Background: an optimization exercise with open tools, aiming at small area, a short achievable clock period and few clock cycles. Do not read the settings as production practice.
At most, simulation tests tie the RTL to the original design; equivalence was not proved.
No activity file was given, so power comes from the tool's default toggle rates.

==> run a <==
## crpe
module crpe (
    input  wire         clk,
    input  wire         rst_n,
    input  wire         wr_en,
    input  wire [1:0]   wr_sel,
    input  wire [4:0]   wr_addr,
    input  wire [7:0]   wr_data,
    input  wire         cmd_valid,
    input  wire [3:0]   cmd_op,
    input  wire         cfg_ns3,
    input  wire [1:0]   cfg_porder,
    input  wire [7:0]   cfg_rounds,
    input  wire [5:0]   cfg_len,
    input  wire [4:0]   cfg_klen,
    input  wire [4:0]   cfg_slen,
    input  wire [4:0]   cfg_s2len,
    output reg          busy,
    output reg          done,
    output reg          err,
    output reg  [2:0]   ecode,
    output reg  [3:0]   kpos,
    output reg  [3:0]   spos,
    output reg  [3:0]   s2pos,
    output reg          swdir,
    output reg          cdir,
    output wire [255:0] data_out
);
    localparam OP_NOP     = 4'd0;
    localparam OP_ENC     = 4'd1;
    localparam OP_DEC     = 4'd2;
    localparam OP_PBYTEF  = 4'd3;
    localparam OP_PBYTEB  = 4'd4;
    localparam OP_PBITF   = 4'd5;
    localparam OP_PBITB   = 4'd6;
    localparam OP_RECBYTE = 4'd7;
    localparam OP_RECBIT  = 4'd8;
    localparam ST_IDLE  = 3'd0;
    localparam ST_DEC   = 3'd1;    
    localparam ST_PREP  = 3'd2;    
    localparam ST_START = 3'd3;    
    localparam ST_RUN   = 3'd4;    
    localparam ST_DRAIN = 3'd5;    
    reg [255:0] data_r;
    reg [7:0]   key_r   [0:15];
    reg [7:0]   salt_r  [0:15];
    reg [7:0]   salt2_r [0:15];
  ...
clock: 12.0 ns
lec_check: 0
cap_margin: 20
cell_pad_in_sites_detail_placement: 0
cell_pad_in_sites_global_placement: 1
core_margin: 2
core_utilization: 40
gpl_routability_driven: 1
gpl_timing_driven: 1
place_density: 0.55
slew_margin: 20
run.sh (not shown) runs the stock make flow with config.mk's settings and CLKGATE_MAP_FILE= SYNTH_SCRIPT=/design/flow/synth_recipe.tcl, a recipe that flattens the netlist after the stock synthesis.
==> inputs of run b, as changes to run a <==
Settings changed: CELL_PAD_IN_SITES_DETAIL_PLACEMENT 0 to 4, CELL_PAD_IN_SITES_GLOBAL_PLACEMENT 1 to 4, CORE_UTILIZATION 40 to 20, GPL_TIMING_DRIVEN 1 to default, PLACE_DENSITY 0.55 to 0.35.
==> inputs of run c, as changes to run a <==
--- a/flow/design.v
+++ b/flow/design.v
@@ -87,15 +87,20 @@
     wire [1:0] npass_m1 = (porder_r == 2'd2) ? 2'd2 : 2'd1;
     function seq_layer(input [1:0] porder, input [1:0] p);
         seq_layer = (porder == 2'd1) ? (p == 2'd0) : (p == 2'd1);
     endfunction
     wire       cur_bit   = multi_r ? seq_layer(porder_r, pidx) : onebit_r;
     wire [4:0] lm1       = len_r[4:0] - 5'd1;           
     wire [7:0] nm1       = cur_bit ? {lm1, 3'b111} : {3'b000, lm1};
-    wire       last_el   = back_r ? (ai == 8'd0) : (ai == nm1);
+    reg        lastq;         
+    wire       last_el   = lastq;
+    wire [7:0] nm2       = cur_bit ? {lm1, 3'b110} : ({3'b000, lm1} - 8'd1);
+    wire       lastq_nx  = back_r ? (ai == 8'd1) : (ai == nm2);
+    wire       len_one   = (len_r == 6'd1);
+    wire       first_bit = multi_r ? seq_layer(porder_r, (op_r == OP_DEC) ? npass_m1 : 2'd0) : onebit_r;
     wire       last_pass = back_r ? (pidx == 2'd0) : (pidx == npass_m1);
     wire       cmd_last  = last_el && (!multi_r || (last_pass && rounds_r == 8'd0));
     wire [1:0] nx_pidx   = !last_pass ? (back_r ? pidx - 2'd1 : pidx + 2'd1)
                                       : (back_r ? npass_m1 : 2'd0);
     wire [3:0] kpos_nx  = back_r ? ((kpos == 4'd0) ? klen_r[3:0] - 4'd1 : kpos - 4'd1)
                                  : ((kpos == klen_r[3:0] - 4'd1) ? 4'd0 : kpos + 4'd1);
     wire [3:0] spos_nx  = back_r ? ((spos == 4'd0) ? slen_r[3:0] - 4'd1 : spos - 4'd1)
@@ -212,14 +217,15 @@
                         st     <= ST_RUN;
                         kpos   <= 4'd0;
                         spos   <= 4'd0;
                         if (ns3_r) s2pos <= 4'd0;
                         ai     <= 8'd0;
                         swdir  <= 1'b0;
                         pfirst <= 1'b1;
+                        lastq  <= !first_bit && len_one;
                     end
                 end
             end
             ST_PREP: begin
                 pc  <= pc + 3'd1;
                 pseq <= {pseq[6:0], 1'b0};
                 rk  <= rk_n;
@@ -240,14 +246,15 @@
             ST_START: begin
                 kpos  <= pi_k;
                 spos  <= pi_s;
                 if (ns3_r) s2pos <= pi_s2;
                 swdir <= pi_sw;
                 ai    <= pi_i;
                 pfirst <= 1'b1;
+                lastq <= !pi_bit && len_one;
                 if (rec_r) begin
                     busy  <= 1'b0;
                     done  <= 1'b1;
                     st    <= ST_IDLE;
                 end else begin
                     st    <= ST_RUN;
                 end
@@ -264,20 +271,22 @@
                     pidx   <= nx_pidx;
                     kpos   <= pi_k;
                     spos   <= pi_s;
                     if (ns3_r) s2pos <= pi_s2;
                     ai     <= pi_i;
                     swdir  <= pi_sw;
                     pfirst <= 1'b1;
+                    lastq  <= !pi_bit && len_one;
                 end else begin
                     kpos  <= kpos_nx;
                     spos  <= spos_nx;
                     if (ns3_r) s2pos <= s2pos_nx;
                     swdir <= ~swdir;
                     ai    <= back_r ? ai - 8'd1 : ai + 8'd1;
+                    lastq <= lastq_nx;
                 end
             end
             ST_DRAIN: begin
                 if (dv && !pipe_busy) begin
                     busy <= 1'b0;
                     done <= 1'b1;
                     st   <= ST_IDLE;
@@ -342,239 +351,254 @@
         first3 <= first2;
         pl3    <= p2 * s2b2[3:0];
         ph3    <= p2 * s2b2[7:4];
     end
     wire [23:0] off_c = {4'd0, pl3} + {ph3, 4'd0};
     reg        v4, bit4, first4;
     reg [4:0]  r4;
-    reg [21:0] x4;
+    reg [22:0] x4;
     reg [7:0] hr4_c;
     always @(*) begin
         hr4_c = 8'd0;
         hr4_c = {3'd0, hstep(hr4_c[4:0], off_c[23], len_r)};
-        hr4_c = {3'd0, hstep(hr4_c[4:0], off_c[22], len_r)};
     end
     always @(posedge clk) begin
         if (!rst_n) v4 <= 1'b0;
         else        v4 <= v3;
         bit4   <= bit3;
         first4 <= first3;
         r4     <= hr4_c[4:0];
-        x4     <= off_c[21:0];
+        x4     <= off_c[22:0];
     end
     reg        v5, bit5, first5;
     reg [4:0]  r5;
-    reg [19:0] x5;
+    reg [20:0] x5;
     reg [7:0] hr5_c;
     always @(*) begin
         hr5_c = {3'd0, r4};
+        hr5_c = {3'd0, hstep(hr5_c[4:0], x4[22], len_r)};
         hr5_c = {3'd0, hstep(hr5_c[4:0], x4[21], len_r)};
-        hr5_c = {3'd0, hstep(hr5_c[4:0], x4[20], len_r)};
     end
     always @(posedge clk) begin
         if (!rst_n) v5 <= 1'b0;
         else        v5 <= v4;
         bit5   <= bit4;
         first5 <= first4;
         r5     <= hr5_c[4:0];
-        x5     <= x4[19:0];
+        x5     <= x4[20:0];
     end
     reg        v6, bit6, first6;
     reg [4:0]  r6;
-    reg [17:0] x6;
+    reg [18:0] x6;
     reg [7:0] hr6_c;
     always @(*) begin
         hr6_c = {3'd0, r5};
+        hr6_c = {3'd0, hstep(hr6_c[4:0], x5[20], len_r)};
         hr6_c = {3'd0, hstep(hr6_c[4:0], x5[19], len_r)};
-        hr6_c = {3'd0, hstep(hr6_c[4:0], x5[18], len_r)};
     end
     always @(posedge clk) begin
         if (!rst_n) v6 <= 1'b0;
         else        v6 <= v5;
         bit6   <= bit5;
         first6 <= first5;
         r6     <= hr6_c[4:0];
-        x6     <= x5[17:0];
+        x6     <= x5[18:0];
     end
     reg        v7, bit7, first7;
     reg [4:0]  r7;
-    reg [15:0] x7;
+    reg [16:0] x7;
     reg [7:0] hr7_c;
     always @(*) begin
         hr7_c = {3'd0, r6};
+        hr7_c = {3'd0, hstep(hr7_c[4:0], x6[18], len_r)};
         hr7_c = {3'd0, hstep(hr7_c[4:0], x6[17], len_r)};
-        hr7_c = {3'd0, hstep(hr7_c[4:0], x6[16], len_r)};
     end
     always @(posedge clk) begin
         if (!rst_n) v7 <= 1'b0;
         else        v7 <= v6;
         bit7   <= bit6;
         first7 <= first6;
         r7     <= hr7_c[4:0];
-        x7     <= x6[15:0];
+        x7     <= x6[16:0];
     end
     reg        v8, bit8, first8;
     reg [4:0]  r8;
-    reg [13:0] x8;
+    reg [14:0] x8;
     reg [7:0] hr8_c;
     always @(*) begin
         hr8_c = {3'd0, r7};
+        hr8_c = {3'd0, hstep(hr8_c[4:0], x7[16], len_r)};
         hr8_c = {3'd0, hstep(hr8_c[4:0], x7[15], len_r)};
-        hr8_c = {3'd0, hstep(hr8_c[4:0], x7[14], len_r)};
     end
     always @(posedge clk) begin
         if (!rst_n) v8 <= 1'b0;
         else        v8 <= v7;
         bit8   <= bit7;
         first8 <= first7;
         r8     <= hr8_c[4:0];
-        x8     <= x7[13:0];
+        x8     <= x7[14:0];
     end
     reg        v9, bit9, first9;
     reg [4:0]  r9;
-    reg [11:0] x9;
+    reg [12:0] x9;
     reg [7:0] hr9_c;
     always @(*) begin
         hr9_c = {3'd0, r8};
+        hr9_c = {3'd0, hstep(hr9_c[4:0], x8[14], len_r)};
         hr9_c = {3'd0, hstep(hr9_c[4:0], x8[13], len_r)};
-        hr9_c = {3'd0, hstep(hr9_c[4:0], x8[12], len_r)};
     end
     always @(posedge clk) begin
         if (!rst_n) v9 <= 1'b0;
         else        v9 <= v8;
         bit9   <= bit8;
         first9 <= first8;
         r9     <= hr9_c[4:0];
-        x9     <= x8[11:0];
+        x9     <= x8[12:0];
     end
     reg        v10, bit10, first10;
     reg [4:0]  r10;
-    reg [9:0] x10;
+    reg [10:0] x10;
     reg [7:0] hr10_c;
     always @(*) begin
         hr10_c = {3'd0, r9};
+        hr10_c = {3'd0, hstep(hr10_c[4:0], x9[12], len_r)};
         hr10_c = {3'd0, hstep(hr10_c[4:0], x9[11], len_r)};
-        hr10_c = {3'd0, hstep(hr10_c[4:0], x9[10], len_r)};
     end
     always @(posedge clk) begin
         if (!rst_n) v10 <= 1'b0;
         else        v10 <= v9;
         bit10   <= bit9;
         first10 <= first9;
         r10     <= hr10_c[4:0];
-        x10     <= x9[9:0];
+        x10     <= x9[10:0];
     end
     reg        v11, bit11, first11;
     reg [4:0]  r11;
-    reg [7:0] x11;
+    reg [8:0] x11;
     reg [7:0] hr11_c;
     always @(*) begin
         hr11_c = {3'd0, r10};
+        hr11_c = {3'd0, hstep(hr11_c[4:0], x10[10], len_r)};
         hr11_c = {3'd0, hstep(hr11_c[4:0], x10[9], len_r)};
-        hr11_c = {3'd0, hstep(hr11_c[4:0], x10[8], len_r)};
     end
     always @(posedge clk) begin
         if (!rst_n) v11 <= 1'b0;
         else        v11 <= v10;
         bit11   <= bit10;
         first11 <= first10;
         r11     <= hr11_c[4:0];
-        x11     <= x10[7:0];
+        x11     <= x10[8:0];
     end
     reg        v12, bit12, first12;
     reg [4:0]  r12;
-    reg [5:0] x12;
+    reg [6:0] x12;
     reg [7:0] hr12_c;
     always @(*) begin
         hr12_c = {3'd0, r11};
+        hr12_c = {3'd0, hstep(hr12_c[4:0], x11[8], len_r)};
         hr12_c = {3'd0, hstep(hr12_c[4:0], x11[7], len_r)};
-        hr12_c = {3'd0, hstep(hr12_c[4:0], x11[6], len_r)};
     end
     always @(posedge clk) begin
         if (!rst_n) v12 <= 1'b0;
         else        v12 <= v11;
         bit12   <= bit11;
         first12 <= first11;
         r12     <= hr12_c[4:0];
-        x12     <= x11[5:0];
+        x12     <= x11[6:0];
     end
     reg        v13, bit13, first13;
     reg [4:0]  r13;
-    reg [3:0] x13;
+    reg [4:0] x13;
     reg [7:0] hr13_c;
     always @(*) begin
         hr13_c = {3'd0, r12};
+        hr13_c = {3'd0, hstep(hr13_c[4:0], x12[6], len_r)};
         hr13_c = {3'd0, hstep(hr13_c[4:0], x12[5], len_r)};
-        hr13_c = {3'd0, hstep(hr13_c[4:0], x12[4], len_r)};
     end
     always @(posedge clk) begin
         if (!rst_n) v13 <= 1'b0;
         else        v13 <= v12;
         bit13   <= bit12;
         first13 <= first12;
         r13     <= hr13_c[4:0];
-        x13     <= x12[3:0];
+        x13     <= x12[4:0];
     end
     reg        v14, bit14, first14;
-    reg [5:0]  r14;
-    reg [1:0] x14;
+    reg [4:0]  r14;
+    reg [2:0] x14;
     reg [7:0] hr14_c;
     always @(*) begin
         hr14_c = {3'd0, r13};
+        hr14_c = {3'd0, hstep(hr14_c[4:0], x13[4], len_r)};
         hr14_c = {3'd0, hstep(hr14_c[4:0], x13[3], len_r)};
-        hr14_c = bit13 ? {hr14_c[6:0], x13[2]} : {3'd0, hstep(hr14_c[4:0], x13[2], len_r)};
     end
     always @(posedge clk) begin
         if (!rst_n) v14 <= 1'b0;
         else        v14 <= v13;
         bit14   <= bit13;
         first14 <= first13;
-        r14     <= hr14_c[5:0];
-        x14     <= x13[1:0];
+        r14     <= hr14_c[4:0];
+        x14     <= x13[2:0];
     end
     reg        v15, bit15, first15;
-    reg [7:0]  r15;
+    reg [6:0]  r15;
+    reg [0:0] x15;
     reg [7:0] hr15_c;
     always @(*) begin
-        hr15_c = {2'd0, r14};
+        hr15_c = {3'd0, r14};
+        hr15_c = bit14 ? {hr15_c[6:0], x14[2]} : {3'd0, hstep(hr15_c[4:0], x14[2], len_r)};
         hr15_c = bit14 ? {hr15_c[6:0], x14[1]} : {3'd0, hstep(hr15_c[4:0], x14[1], len_r)};
-        hr15_c = bit14 ? {hr15_c[6:0], x14[0]} : {3'd0, hstep(hr15_c[4:0], x14[0], len_r)};
     end
     always @(posedge clk) begin
         if (!rst_n) v15 <= 1'b0;
         else        v15 <= v14;
         bit15   <= bit14;
         first15 <= first14;
-        r15     <= hr15_c[7:0];
+        r15     <= hr15_c[6:0];
+        x15     <= x14[0:0];
+    end
+    reg        v16, bit16, first16;
+    reg [7:0]  r16;
+    reg [7:0] hr16_c;
+    always @(*) begin
+        hr16_c = {1'd0, r15};
+        hr16_c = bit15 ? {hr16_c[6:0], x15[0]} : {3'd0, hstep(hr16_c[4:0], x15[0], len_r)};
+    end
+    always @(posedge clk) begin
+        if (!rst_n) v16 <= 1'b0;
+        else        v16 <= v15;
+        bit16   <= bit15;
+        first16 <= first15;
+        r16     <= hr16_c[7:0];
     end
     reg [7:0] ic;
-    wire [7:0] ic_start = !back_r ? 8'd0 : (bit14 ? {lm1, 3'b111} : {3'b000, lm1});
+    wire [7:0] ic_start = !back_r ? 8'd0 : (bit15 ? {lm1, 3'b111} : {3'b000, lm1});
     always @(posedge clk) begin
-        if (v14)
-            ic <= first14 ? ic_start : (back_r ? ic - 8'd1 : ic + 8'd1);
+        if (v15)
+            ic <= first15 ? ic_start : (back_r ? ic - 8'd1 : ic + 8'd1);
     end
-    wire [7:0] m_c   = r15;
-    wire [8:0] n_c   = bit15 ? {len_r, 3'b000} : {3'b000, len_r};
+    wire [7:0] m_c   = r16;
+    wire [8:0] n_c   = bit16 ? {len_r, 3'b000} : {3'b000, len_r};
     wire [8:0] up_s  = {1'b0, ic} + {1'b0, m_c};
     wire [8:0] up_t  = (up_s >= n_c) ? up_s - n_c : up_s;
     wire [8:0] dn_t  = (ic >= m_c) ? {1'b0, ic} - {1'b0, m_c}
                                    : {1'b0, ic} + n_c - {1'b0, m_c};
     wire [7:0] t_c   = ic[0] ? up_t[7:0] : dn_t[7:0];
     wire       eq_c  = (m_c == 8'd0);
     reg         dv_r, dbit, deq;
     reg [7:0]   di_r, dt_r;      
     always @(posedge clk) begin
         if (!rst_n) dv_r <= 1'b0;
-        else        dv_r <= v15;
-        dbit  <= bit15;
+        else        dv_r <= v16;
+        dbit  <= bit16;
         deq   <= eq_c;
-        di_r  <= bit15 ? ic  : {ic[4:0], 3'b000};
-        dt_r  <= bit15 ? t_c : {t_c[4:0], 3'b000};
+        di_r  <= bit16 ? ic  : {ic[4:0], 3'b000};
+        dt_r  <= bit16 ? t_c : {t_c[4:0], 3'b000};
     end
-    assign pipe_busy = v1 || v2 || v3 || v4 || v5 || v6 || v7 || v8 || v9 || v10 || v11 || v12 || v13 || v14 || v15 || v15 || dv_r;
+    assign pipe_busy = v1 || v2 || v3 || v4 || v5 || v6 || v7 || v8 || v9 || v10 || v11 || v12 || v13 || v14 || v15 || v16 || v16 || dv_r;
     reg         wv, wbit;
     reg [7:0]   wi, wt, wvt, wvi;
     assign dv = wv;
     wire [7:0] mask_t = wbit ? (8'd1 << wt[2:0]) : 8'hff;
     wire [7:0] mask_i = wbit ? (8'd1 << wi[2:0]) : 8'hff;
     function [7:0] rdfw(input [255:0] d, input [7:0] adr, input isbit,
                         input wv, input [7:0] wt, input [7:0] wi,
==> run notes <==
                                                                                run b                       run a                     run c
Status                                               no timing/DRC/antenna violations  no timing/DRC/antenna violations  no timing/DRC/antenna violations
Endpoint, Worst Hold                                                          s2b2[0]                       x6[4]                     x4[3]
Final cell count without fillers                                               11,000                       8,598                     8,643
Cell with the biggest individual delay on the critical path  sky130_fd_sc_hd__a21oi_1  sky130_fd_sc_hd__a2111oi_0  sky130_fd_sc_hd__dfxtp_4
Die X                                                                          585 um                      415 um                    415 um
Total via count in the routed design                                           53,300                      51,100                    51,000
Global-route track usage on met1                                                0.284                       0.385                     0.386
Die area                                                                    0.342 mm2                   0.172 mm2                 0.172 mm2
Combined area of all synthesized cells                                     0.0674 mm2                  0.0674 mm2                0.0676 mm2
Power drawn by the sequential cells                                           5.93 mW                     5.52 mW                   5.52 mW
Switching power total                                                         7.75 mW                     6.71 mW                   6.49 mW
Internal power contribution                                                   11.1 mW                     10.4 mW                   10.4 mW
Sequential fraction of the synthesis area                                       0.455                       0.455                     0.460
Testbench counts of run c, summed over its fixed seeds: cycles 85,493.
Function not checked in run a and run b: the RTL went through the layout flow alone.

[static timing again, ports no longer ideal]
The flow's constraints put no driver on any port. The routed layouts listed below were extracted and timed again, unchanged, in two steps. Step 1 assumes that a clkbuf_16 drives the clock port and a buf_2 every other input. Step 2 adds t to the input delays and takes it off the output delays; t is the mean of the earliest and latest rising clock arrival at the registers after step 1. Input paths then give back, and output paths get back, about the clock's delay inside the block. Slacks: ideal ports / drivers / drivers and shift; pairs: ideal ports / drivers.
run	t, ns	setup WS [ns]	worst slew at a driven data input, ns
run a	0.882	6.472 / 6.472 / 6.277	0.08
run b	0.945	6.075 / 6.075 / 5.908	0.06
run c	0.874	6.610 / 6.610 / 6.023	0.05
After both steps every run listed still meets setup and hold. For run c, which loses most, drivers alone change the setup slack by 0.000 ns; drivers and shift together by -0.587 ns.
